Context: an optimization exercise on an open-source flow, tuned for small area, a short achievable clock period and few clock cycles. The choices shown serve that exercise and are no tape-out recipe. The RTL was checked by simulation tests, not by an equivalence proof against the original design. Power and IR drop assume default switching activity.

== yarrow ==
==> flow/design.v (excerpt) <==
module delta_codec (
    input  wire       clk,
    input  wire       rst,
    input  wire       enc_in_valid,
    output wire       enc_in_ready,
    input  wire [7:0] enc_in_data,
    input  wire       enc_in_last,
    input  wire [3:0] enc_in_cs,
    output wire       enc_out_valid,
    input  wire       enc_out_ready,
    output wire [7:0] enc_out_data,
    output wire       enc_out_last,
    input  wire       dec_in_valid,
    output wire       dec_in_ready,
    input  wire [7:0] dec_in_data,
    input  wire       dec_in_last,
    input  wire [3:0] dec_in_cs,
    output wire       dec_out_valid,
    input  wire       dec_out_ready,
    output wire [7:0] dec_out_data,
    output wire       dec_out_end
);
Size in the first run: ~1600 cells after synthesis, ~130 flip-flops, roughly 54 I/O pins, about 11000 µm² of cells after synthesis.
==> flow/config.mk <==
export PLATFORM = sky130hd
export DESIGN_NAME = delta_codec
export DESIGN_NICKNAME = delta_codec
export VERILOG_FILES = /design/flow/design.v
export SDC_FILE = /design/flow/constraint.sdc
export NUM_CORES = 4
export LEC_CHECK = 0
export ABC_AREA = 1
export CAP_MARGIN = 20
export CORE_MARGIN = 2
export CORE_UTILIZATION = 40
export SETUP_SLACK_MARGIN = 2.2
export SLEW_MARGIN = 20
==> flow/constraint.sdc <==
create_clock -name core_clock -period 6.0 [get_ports {clk}]
set_input_delay 1.2000 -clock core_clock [delete_from_list [all_inputs] [get_ports {clk}]]
set_output_delay 1.2000 -clock core_clock [all_outputs]
set_load 0.01 [all_outputs]
run.sh (not shown) runs the stock make flow with config.mk's settings and CLKGATE_MAP_FILE= SYNTH_SCRIPT=/design/flow/synth_recipe.tcl, a recipe that flattens the netlist after the stock synthesis.
Testbench counts of yarrow, summed over its fixed seeds: cycles 20,445.
### yarrow -> indigo
Settings: swapping 2.2 for 1.6 in SETUP_SLACK_MARGIN.
Findings:
- Looking at yarrow and indigo, the clock-pin transition on the worst setup and hold timing paths is a wash.
- NOTE sum of internal, switching and leakage power yarrow->indigo decreased by a few percent
- indigo vs yarrow — post-detailed-route via-to-cell ratio dropped about 1%.

---

delta_codec, a different RTL version from the one above (not shown whole).
For scale: roughly 1600 cells after synthesis, roughly 130 flip-flops, ~54 I/O pins, about 11000 µm² of cells after synthesis.
## delta_codec
module delta_codec (
    input  wire       clk,
    input  wire       rst,
    input  wire       enc_in_valid,
    output wire       enc_in_ready,
    input  wire [7:0] enc_in_data,
    input  wire       enc_in_last,
    input  wire [3:0] enc_in_cs,
    output wire       enc_out_valid,
    input  wire       enc_out_ready,
    output wire [7:0] enc_out_data,
    output wire       enc_out_last,
    input  wire       dec_in_valid,
    output wire       dec_in_ready,
    input  wire [7:0] dec_in_data,
    input  wire       dec_in_last,
    input  wire [3:0] dec_in_cs,
    output wire       dec_out_valid,
    input  wire       dec_out_ready,
    output wire [7:0] dec_out_data,
    output wire       dec_out_end
);
make LEC_CHECK=0 ABC_AREA=1 CAP_MARGIN=20 CORE_MARGIN=2 CORE_UTILIZATION=50 CTS_BUF_LIST='sky130_fd_sc_hd__clkbuf_4 sky130_fd_sc_hd__clkbuf_8' SETUP_SLACK_MARGIN=2.25 SLEW_MARGIN=20 finish   # period 6.0 ns
Testbench counts at the start, summed over its fixed seeds: cycles 20,445.
==> next run, changes <==
- CORE_UTILIZATION: 50 -> 40
- SETUP_SLACK_MARGIN: 2.25 -> 2.35
Result: The new run produced a clean layout. Power rose by 0.31%. Area after synthesis does not change. Count of clock-buffer cells in the layout stays the same.

---

## oak
Another version of the RTL of delta_codec (not shown whole).
Size in the first run: about 1,600 cells after synthesis, ~54 I/O pins, ~0.014 mm2 of cells after synthesis.
export LEC_CHECK = 0
export CAP_MARGIN = 20
export CORE_MARGIN = 2
export CORE_UTILIZATION = 40
export SLEW_MARGIN = 20
create_clock -name core_clock -period 6.0 [get_ports {clk}]
Testbench counts of oak, summed over its fixed seeds: cycles 20,679.
Input-level comparison between pine and oak:
- ABC_CLOCK_PERIOD_IN_PS: unset -> 3500
- SETUP_SLACK_MARGIN: unset -> 2.5
==> run summary <==
- pine finished every stage and its layout cleared the timing, DRC and antenna checks.
- oak | stages: all done | timing, DRC, antenna: all pass
- Routing usage on met1 in pine vs oak: up 0.21 points
- The core of pine is more densely filled than that of oak.
- Hold slack sits higher in pine than in oak.
Changes in birch relative to pine:
- an added ABC_AREA of 1
- a deleted ABC_CLOCK_PERIOD_IN_PS that had been 3500
- a change of SETUP_SLACK_MARGIN from 2.5 to 2.0
birch does better than pine on global-route wire length before repair.
pine -> birch: top achievable clock speed increased by more than a quarter
Setup slack: birch more than pine
Combined buffer and inverter count along the critical path (higher): birch
Area inside the core boundary came out lower on birch than on pine.
birch gives less ratio of cells with drive above 1 in the final layout than pine did.

---

Setup of TR:
Another version of the RTL of delta_codec (not shown whole).
Size: ~1,800 cells after synthesis, about 130 flip-flops, about 0.012 mm^2 of cells after synthesis.
clock: 6.0 ns
lec_check: 0
abc_area: 1
cap_margin: 20
core_margin: 2
core_utilization: 40
setup_slack_margin: 3.0
slew_margin: 20
Testbench counts of TR, summed over its fixed seeds: cycles 20,841.
Inputs modified between TR and PW:
Settings: changing SETUP_SLACK_MARGIN from 3.0 to 2.2.
[summary]
Of PW and TR, it is PW that has the lower layout-stage area growth over the synthesis result. The run showing the greater met2 wirelength from detailed routing is TR. Compared with TR, in PW pin slew with the least headroom to its limit rose by 70 ps, routed wire length down 5.9%, top fanout value on the critical path went up, power share of the combinational group went down, setup slack of the critical path after layout shrank by 180 ps. TR vs PW, highest-delay cell along the critical path: sky130_fd_sc_hd__dfxtp_4 vs sky130_fd_sc_hd__clkdlybuf4s50_1. [PW] post-CTS setup buffer count fell 74 relative to TR.

---

delta_codec, a different RTL version from the one above (not shown whole).
For scale: about 130 flip-flops, roughly 54 I/O pins, about 12000 µm² of cells after synthesis.
Design delta_codec, start of the top module:
module delta_codec (
    input  wire       clk,
    input  wire       rst,
    input  wire       enc_in_valid,
    output wire       enc_in_ready,
    input  wire [7:0] enc_in_data,
    input  wire       enc_in_last,
    input  wire [3:0] enc_in_cs,
    output wire       enc_out_valid,
    input  wire       enc_out_ready,
    output wire [7:0] enc_out_data,
    output wire       enc_out_last,
    input  wire       dec_in_valid,
    output wire       dec_in_ready,
    input  wire [7:0] dec_in_data,
    input  wire       dec_in_last,
    input  wire [3:0] dec_in_cs,
    output wire       dec_out_valid,
    input  wire       dec_out_ready,
    output wire [7:0] dec_out_data,
    output wire       dec_out_end
);
    delta_enc u_enc (
        .clk(clk), .rst(rst),
        .in_valid(enc_in_valid), .in_ready(enc_in_ready), .in_data(enc_in_data),
        .in_last(enc_in_last), .in_cs(enc_in_cs),
        .out_valid(enc_out_valid), .out_ready(enc_out_ready), .out_data(enc_out_data),
        .out_last(enc_out_last)
    );
    delta_dec u_dec (
        .clk(clk), .rst(rst),
        .in_valid(dec_in_valid), .in_ready(dec_in_ready), .in_data(dec_in_data),
        .in_last(dec_in_last), .in_cs(dec_in_cs),
        .out_valid(dec_out_valid), .out_ready(dec_out_ready), .out_data(dec_out_data),
        .out_end(dec_out_end)
    );
endmodule
Settings: LEC_CHECK=0, ABC_AREA=1, CAP_MARGIN=20, CORE_MARGIN=2, CORE_UTILIZATION=40, SETUP_SLACK_MARGIN=2.9, SLEW_MARGIN=20; clock period 6.0 ns.
Testbench counts at the start, summed over its fixed seeds: cycles 20,841.
Edit:
SETUP_SLACK_MARGIN = 2.4   (was 2.9)
The new run went through all stages and came out clean.
Core utilization decreases by 4.5 points.
Non-clock buffer count goes down by 66.
Count of clock-buffer cells in the layout does not change.
Global-route usage goes down by 2.1 points.
Routed wire length shrinks by 9.5%.
Worst setup slack gains 0.086 ns.
Critical path depth went down by 6.
Final area is lower by 8.2%.
Sequential share of layout area rises by 2.2 points.
First-iteration DRC count shrinks by 14%.

---

## maple
delta_codec with an RTL version that a note above also has.
Size: about 130 flip-flops, about 54 I/O pins.
Design delta_codec, start of the top module:
module delta_codec (
    input  wire       clk,
    input  wire       rst,
    input  wire       enc_in_valid,
    output wire       enc_in_ready,
    input  wire [7:0] enc_in_data,
    input  wire       enc_in_last,
    input  wire [3:0] enc_in_cs,
    output wire       enc_out_valid,
    input  wire       enc_out_ready,
    output wire [7:0] enc_out_data,
    output wire       enc_out_last,
    input  wire       dec_in_valid,
    output wire       dec_in_ready,
    input  wire [7:0] dec_in_data,
    input  wire       dec_in_last,
    input  wire [3:0] dec_in_cs,
    output wire       dec_out_valid,
    input  wire       dec_out_ready,
    output wire [7:0] dec_out_data,
    output wire       dec_out_end
);
Settings: LEC_CHECK=0, ABC_AREA=1, CAP_MARGIN=20, CORE_MARGIN=2, CORE_UTILIZATION=40, CTS_BUF_LIST=sky130_fd_sc_hd__clkbuf_4 sky130_fd_sc_hd__clkbuf_8, SETUP_SLACK_MARGIN=2.2, SLEW_MARGIN=20; clock period 6.0 ns.
maple: all stages complete, timing, DRC and antenna checks passed
Testbench counts of maple, summed over its fixed seeds: cycles 20,445.
Edits applied to the flow inputs when going from maple to zinc:
Settings: CTS_BUF_LIST no longer set, was sky130_fd_sc_hd__clkbuf_4 sky130_fd_sc_hd__clkbuf_8; CORE_UTILIZATION now 65, was 40.
- zinc closes out successfully: all stages finished, all timing, DRC and antenna checks passed.
- The lower routed via count divided by cell count came out of maple.
- Diff maple -> zinc: sequential share of cell area held; design area fell by about 0.55%.
- For maple, the endpoint of the worst setup timing path was u_dec.c[2]$_DFFE_PP_, unlike zinc, where it was u_dec.od[7]$_DFFE_PP_.
Here is what was changed in the inputs of xenon compared with zinc.
Settings: swapping 65 for 50 in CORE_UTILIZATION; putting TNS_END_PERCENT at 30 where nothing was set; putting CTS_BUF_LIST at sky130_fd_sc_hd__clkbuf_4 sky130_fd_sc_hd__clkbuf_8 where nothing was set; swapping 2.2 for 2.35 in SETUP_SLACK_MARGIN.
### Flow results
In summary, xenon completed successfully, with a layout that passed the timing, DRC and antenna checks.
Compared with zinc, in xenon routed wirelength normalized by instance count fell 2.2%, final cell count rose about 4%, switching share of power rose 1.0 points.
Of zinc and xenon, xenon shows the lower sequential fraction of design power, with zinc above it.
xenon against zinc: proportion of power drawn by the clock network fell 4.0 points, count of fill cells added during filler insertion increased by about 70% relative to the old numbers, reported clock group power has decreased, critical path depth moved up, combinational cell fraction of total power went up by 4.2 points.
Diff zinc -> xenon: transition at the pin with the smallest max-transition slack grew by 0.055 ns; worst path buffer plus inverter count went down.
What violet does differently from xenon at the input level:
Settings: swapping 50 for 40 in CORE_UTILIZATION; clearing TNS_END_PERCENT, which used to be 30; swapping 1 for 0 in ABC_AREA.
Results
Total placed cells including tap cells went down by a little under 10% going from xenon to violet. Higher chip height among xenon and violet: violet. The XOR/XNOR share of the synthesized area of violet is higher than that of xenon. Against xenon as the reference, violet delivers a lower total number of vias. For violet, the slowest stage cell on the critical path was mux4_2, unlike xenon, where it was dfxtp_4. Compared with xenon, violet has less setup slack.
Here is what was changed in the inputs of quartz compared with violet.
Settings: CORE_UTILIZATION now 55, was 40; ABC_AREA now 1, was 0.
Findings:
Compared with violet, quartz shows buffer count excluding the clock tree in the final layout that has gone down by more than 10%.
Summary of quartz over violet: share of the core filled with cells went up, synthesized area went down, design area down 7.6%, post-CTS clock slew at the launch and capture registers of the worst setup and hold paths comparable, clock skew +0.0077 ns.
Re synthesis-to-layout area growth: violet and quartz aren't equal, and the higher value belongs to violet.
Comparing the two runs side by side, quartz comes out ahead of violet on fmax.
The lower largest stage delay on the critical path of violet and quartz is in quartz.

---

## job 8580
delta_codec again, from the RTL that the note above started with.
// delta_codec
module delta_codec (
    input  wire       clk,
    input  wire       rst,
    input  wire       enc_in_valid,
    output wire       enc_in_ready,
    input  wire [7:0] enc_in_data,
    input  wire       enc_in_last,
    input  wire [3:0] enc_in_cs,
    output wire       enc_out_valid,
    input  wire       enc_out_ready,
    output wire [7:0] enc_out_data,
    output wire       enc_out_last,
    input  wire       dec_in_valid,
    output wire       dec_in_ready,
    input  wire [7:0] dec_in_data,
    input  wire       dec_in_last,
    input  wire [3:0] dec_in_cs,
    output wire       dec_out_valid,
    input  wire       dec_out_ready,
    output wire [7:0] dec_out_data,
    output wire       dec_out_end
);
==> flow/config.mk <==
export PLATFORM = sky130hd
export DESIGN_NAME = delta_codec
export DESIGN_NICKNAME = delta_codec
export VERILOG_FILES = /design/flow/design.v
export SDC_FILE = /design/flow/constraint.sdc
export NUM_CORES = 4
export LEC_CHECK = 0
export ABC_AREA = 1
export CAP_MARGIN = 20
export CORE_MARGIN = 2
export CORE_UTILIZATION = 40
export CTS_BUF_LIST = sky130_fd_sc_hd__clkbuf_4 sky130_fd_sc_hd__clkbuf_8
export SETUP_SLACK_MARGIN = 2.5
export SLEW_MARGIN = 20
==> flow/constraint.sdc <==
create_clock -name core_clock -period 6.0 [get_ports {clk}]
set_input_delay 1.2000 -clock core_clock [delete_from_list [all_inputs] [get_ports {clk}]]
set_output_delay 1.2000 -clock core_clock [all_outputs]
set_load 0.01 [all_outputs]
Testbench counts of job 8580, summed over its fixed seeds: cycles 20,445.
--- input diff job 8580..job 582 ---
Settings: changing SETUP_SLACK_MARGIN from 2.5 to 2.2; changing CAP_MARGIN from 20 to 5; changing SLEW_MARGIN from 20 to 5.
Notes after the runs:
- In the metrics for job 8580 and job 582, the one carrying the higher non-filler instance count after layout is job 8580.
- In job 582, the design area came out about 5.4% below the value in job 8580.
- Taking job 8580 as the reference point, the sequential share of power of job 582 rises by 1.4 points.
- Taking job 8580 as the reference, in job 582 setup slack on the worst flop-to-flop path went down, part of the cycle the worst path needs higher, hold slack roughly the same, clock skew saw a decrease.
- Summary of the comparison: total power is lower in job 582, relative to job 8580.
- Status: register area parity (job 8580, job 582)
- In the reports for job 8580 and job 582, the larger data required time at the worst endpoint belongs to job 8580.
- Relative to job 8580, path length in cells of the critical path has gone down in job 582.
Input changes introduced in job 7334 (baseline for comparison: job 582):
Settings: CORE_UTILIZATION: 40 -> 50; CAP_MARGIN: 5 -> 20; SETUP_SLACK_MARGIN: 2.2 -> 2.35; SLEW_MARGIN: 5 -> 20.
## What came out
Total power went up by a few percent going from job 582 to job 7334.
Compared with job 582, job 7334 shows a final period utilization that is 1.6 points lower.
Job 582 ended up with u_dec.c[1]$_DFFE_PP_ as its launching element of the worst setup path; job 7334 ended up with u_dec.cnt[4]$_SDFFE_PP0P_.
Job 7334 vs job 582 — worst-case headroom to the max-slew limit dropped 1.4 points.
| number of ports placed on the die boundary | job 582 vs job 7334 | ≈ equal |
As far as total number of nets in the final design is concerned, job 582 and job 7334 perform about the same.
Job 582 fits on a die that is larger than the die of job 7334.
Job 7334: no failed stages, no open violations at the end

---

lane 1:
delta_codec again, from the RTL that the note above started with.
clock: 6.0 ns
lec_check: 0
abc_area: 1
cap_margin: 20
core_margin: 2
core_utilization: 40
cts_buf_list: sky130_fd_sc_hd__clkbuf_8
cts_cluster_diameter: 60
cts_cluster_size: 24
setup_slack_margin: 2.2
slew_margin: 20
Testbench counts of lane 1, summed over its fixed seeds: cycles 20,445.
#### Input delta (lane 2 over lane 1)
# lane 1
export LEC_CHECK = 0
export ABC_AREA = 1
export CAP_MARGIN = 20
export CORE_MARGIN = 2
export CORE_UTILIZATION = 40
export CTS_BUF_LIST = sky130_fd_sc_hd__clkbuf_8
export CTS_CLUSTER_DIAMETER = 60
export CTS_CLUSTER_SIZE = 24
export SETUP_SLACK_MARGIN = 2.2
export SLEW_MARGIN = 20
create_clock -name core_clock -period 6.0 [get_ports {clk}]
# lane 2
export LEC_CHECK = 0
export ABC_AREA = 1
export CAP_MARGIN = 20
export CORE_MARGIN = 2
export CORE_UTILIZATION = 40
export CTS_BUF_LIST = sky130_fd_sc_hd__clkbuf_4 sky130_fd_sc_hd__clkbuf_8
export GPL_ROUTABILITY_DRIVEN = 0
export GPL_TIMING_DRIVEN = 0
export SETUP_SLACK_MARGIN = 2.2
export SLEW_MARGIN = 20
create_clock -name core_clock -period 6.0 [get_ports {clk}]
- Lane 2: PASS, flow complete, no timing, DRC or antenna violations
- Compared with lane 1, lane 2 degrades hold slack.
- Lane 2 vs lane 1 — wire length rose 1300 microns.
- Lane 2 packs its core more tightly than lane 1.
- Taking lane 1 as the reference, in lane 2 count of cell instances traversed by the critical path lower, count of clock-buffer cells in the layout was more or less identical, detailed-route wire length on metal 1 now sits higher, power climbed 2.2%.
- Lane 1 has higher sequential share of layout area than lane 2.
- Lower part of the cycle the worst path needs was reported by lane 2, not lane 1.
Here is what was changed in the inputs of lane 3 compared with lane 2.
# lane 2
export LEC_CHECK = 0
export ABC_AREA = 1
export CAP_MARGIN = 20
export CORE_MARGIN = 2
export CORE_UTILIZATION = 40
export CTS_BUF_LIST = sky130_fd_sc_hd__clkbuf_4 sky130_fd_sc_hd__clkbuf_8
export GPL_ROUTABILITY_DRIVEN = 0
export GPL_TIMING_DRIVEN = 0
export SETUP_SLACK_MARGIN = 2.2
export SLEW_MARGIN = 20
create_clock -name core_clock -period 6.0 [get_ports {clk}]
# lane 3
export LEC_CHECK = 0
export ABC_AREA = 1
export CAP_MARGIN = 20
export CORE_MARGIN = 2
export CORE_UTILIZATION = 40
export SETUP_SLACK_MARGIN = 2.5
export SLEW_MARGIN = 20
create_clock -name core_clock -period 6.0 [get_ports {clk}]
[summary]
Compared with lane 2, in lane 3 post-route cell area went up about 6.5%; sequential share of the synthesized area stayed essentially flat; worst setup slack after layout went up by 0.14 ns; global-route usage went down 0.18 points; via density per instance now larger. Comparing clock input transition at the sequential cells of the worst setup and hold paths for lane 2 and lane 3, the bigger number came from lane 2. Comparing sequential share of layout area for lane 2 and lane 3, the bigger number came from lane 2. Between lane 2 and lane 3, post-CTS setup repair buffer count increased. Looking at total design power, lane 3 sits 9.2% higher than lane 2 does. Comparing lane 3 against lane 2, there is no change at all in synthesized area. Summary: with lane 2 as the reference, number of global-route vias before repair in lane 3 moved down slightly.
Input-level comparison between lane 4 and lane 3:
# lane 3
export LEC_CHECK = 0
export ABC_AREA = 1
export CAP_MARGIN = 20
export CORE_MARGIN = 2
export CORE_UTILIZATION = 40
export SETUP_SLACK_MARGIN = 2.5
export SLEW_MARGIN = 20
create_clock -name core_clock -period 6.0 [get_ports {clk}]
# lane 4
export LEC_CHECK = 0
export ABC_AREA = 1
export CAP_MARGIN = 20
export CORE_MARGIN = 2
export CORE_UTILIZATION = 65
export SETUP_SLACK_MARGIN = 2.35
export SLEW_MARGIN = 20
create_clock -name core_clock -period 6.0 [get_ports {clk}]
[summary]
Sort lane 4 and lane 3 by register-to-register slack, descending, and lane 3 comes first. Per the comparison of lane 4 with lane 3, global-route wire length before repair went down, length in cells of the worst reg-to-reg path went up, setup slack after placement went down. Comparing number of non-clock inverters for lane 4 and lane 3, the bigger number came from lane 3. In the tables for lane 4 and lane 3, final period utilization reads lower with lane 3. Total power down 5.3% in lane 4 wrt lane 3.
Inputs modified between lane 4 and lane 5:
# lane 4
export LEC_CHECK = 0
export ABC_AREA = 1
export CAP_MARGIN = 20
export CORE_MARGIN = 2
export CORE_UTILIZATION = 65
export SETUP_SLACK_MARGIN = 2.35
export SLEW_MARGIN = 20
create_clock -name core_clock -period 6.0 [get_ports {clk}]
# lane 5
export LEC_CHECK = 0
export ABC_AREA = 1
export CAP_MARGIN = 20
export CORE_MARGIN = 2
export CORE_UTILIZATION = 40
export SETUP_SLACK_MARGIN = 2.2
export SLEW_MARGIN = 20
create_clock -name core_clock -period 6.0 [get_ports {clk}]
Notes after the runs:
Per the comparison of lane 5 with lane 4, clock-buffer cell count went up by 2; sequential power held; first-pass detailed-route iteration total lower. Layout-stage area growth over the synthesis result came out higher on lane 5 than on lane 4. Wire length of the first global-routing pass on lane 5 is behind lane 4. The upper clock frequency limit number comes out higher for lane 4 vs lane 5. Summary of lane 5 over lane 4: fraction of area in multi-input gates saw a decrease; sequential cell area in the final layout saw little to no change. In lane 5 relative to lane 4, maximum vdd ir drop had gone down by more than a quarter.

## port drivers added, routing unchanged
In the flow no input, the clock included, has a driving cell. The finished layouts below were timed again as built, in two steps. Step 1 (the two cells are an assumption about what drives the block):
set clk [get_ports {clk}]
set_driving_cell -lib_cell sky130_fd_sc_hd__clkbuf_16 $clk
set_driving_cell -lib_cell sky130_fd_sc_hd__buf_2 [delete_from_list [all_inputs] $clk]
Step 2, shift: input delay + t, output delay - t, t = (earliest + latest rising clock arrival at the registers) / 2. This alone moves slack from input paths to output paths. Slacks: ideal ports / drivers / drivers and shift; pairs: ideal ports / drivers.
run | shift t [ns] | setup WS [ns] | worst hold slack (ns) | worst setup path after step 2 | pins driven straight from the clock port
yarrow | 0.482 | 1.572 / 1.572 / 1.307 | 0.442 / 0.442 / 0.442 | input to register | 1
indigo | 0.482 | 1.601 / 1.611 / 1.144 | 0.447 / 0.447 / 0.447 | input to register | 1
the first run of note 2 | 0.503 | 2.465 / 2.465 / 2.465 | 0.466 / 0.466 / 0.466 | register to register | 1
the second run of note 2 | 0.510 | 2.498 / 2.498 / 2.498 | 0.459 / 0.459 / 0.459 | register to register | 1
oak | 0.498 | 0.185 / 0.185 / 0.185 | 0.458 / 0.458 / 0.458 | register to register | 1
pine | 0.504 | 0.470 / 0.470 / 0.470 | 0.470 / 0.470 / 0.470 | register to register | 1
birch | 0.500 | 1.711 / 1.711 / 1.711 | 0.453 / 0.453 / 0.453 | register to register | 1
TR | 0.481 | 2.524 / 2.524 / 2.524 | 0.464 / 0.464 / 0.464 | register to register | 1
PW | 0.477 | 2.344 / 2.297 / 2.399 | 0.458 / 0.458 / 0.458 | register to register | 1
the first run of note 5 | 0.482 | 2.341 / 2.341 / 2.175 | 0.485 / 0.485 / 0.485 | input to register | 1
the second run of note 5 | 0.469 | 2.426 / 2.426 / 2.039 | 0.478 / 0.478 / 0.478 | input to register | 1
maple | 0.493 | 2.401 / 2.401 / 2.401 | 0.457 / 0.457 / 0.457 | register to register | 1
zinc | 0.477 | 2.205 / 2.205 / 2.205 | 0.465 / 0.465 / 0.465 | register to register | 1
xenon | 0.494 | 2.425 / 2.425 / 2.320 | 0.466 / 0.466 / 0.466 | input to register | 1
violet | 0.528 | 1.741 / 1.741 / 1.741 | 0.477 / 0.477 / 0.477 | register to register | 1
quartz | 0.504 | 2.469 / 2.469 / 2.417 | 0.462 / 0.462 / 0.462 | input to register | 1
job 8580 | 0.509 | 2.496 / 2.496 / 2.496 | 0.456 / 0.456 / 0.456 | register to register | 1
job 582 | 0.493 | 2.401 / 2.401 / 2.401 | 0.457 / 0.457 / 0.457 | register to register | 1
job 7334 | 0.498 | 2.496 / 2.496 / 2.331 | 0.467 / 0.467 / 0.467 | input to register | 1
lane 1 | 0.495 | 2.276 / 2.276 / 2.276 | 0.457 / 0.457 / 0.457 | register to register | 1
lane 2 | 0.507 | 2.333 / 2.333 / 2.333 | 0.449 / 0.449 / 0.449 | register to register | 1
lane 3 | 0.480 | 2.472 / 2.472 / 2.472 | 0.446 / 0.446 / 0.446 | register to register | 1
lane 4 | 0.464 | 2.400 / 2.400 / 2.400 | 0.457 / 0.457 / 0.457 | register to register | 1
lane 5 | 0.475 | 2.383 / 2.383 / 2.383 | 0.455 / 0.455 / 0.455 | register to register | 1
After both steps setup and hold are still met in every run listed. For indigo, which loses most, drivers alone change the setup slack by +0.010 ns; drivers and shift together by -0.457 ns.
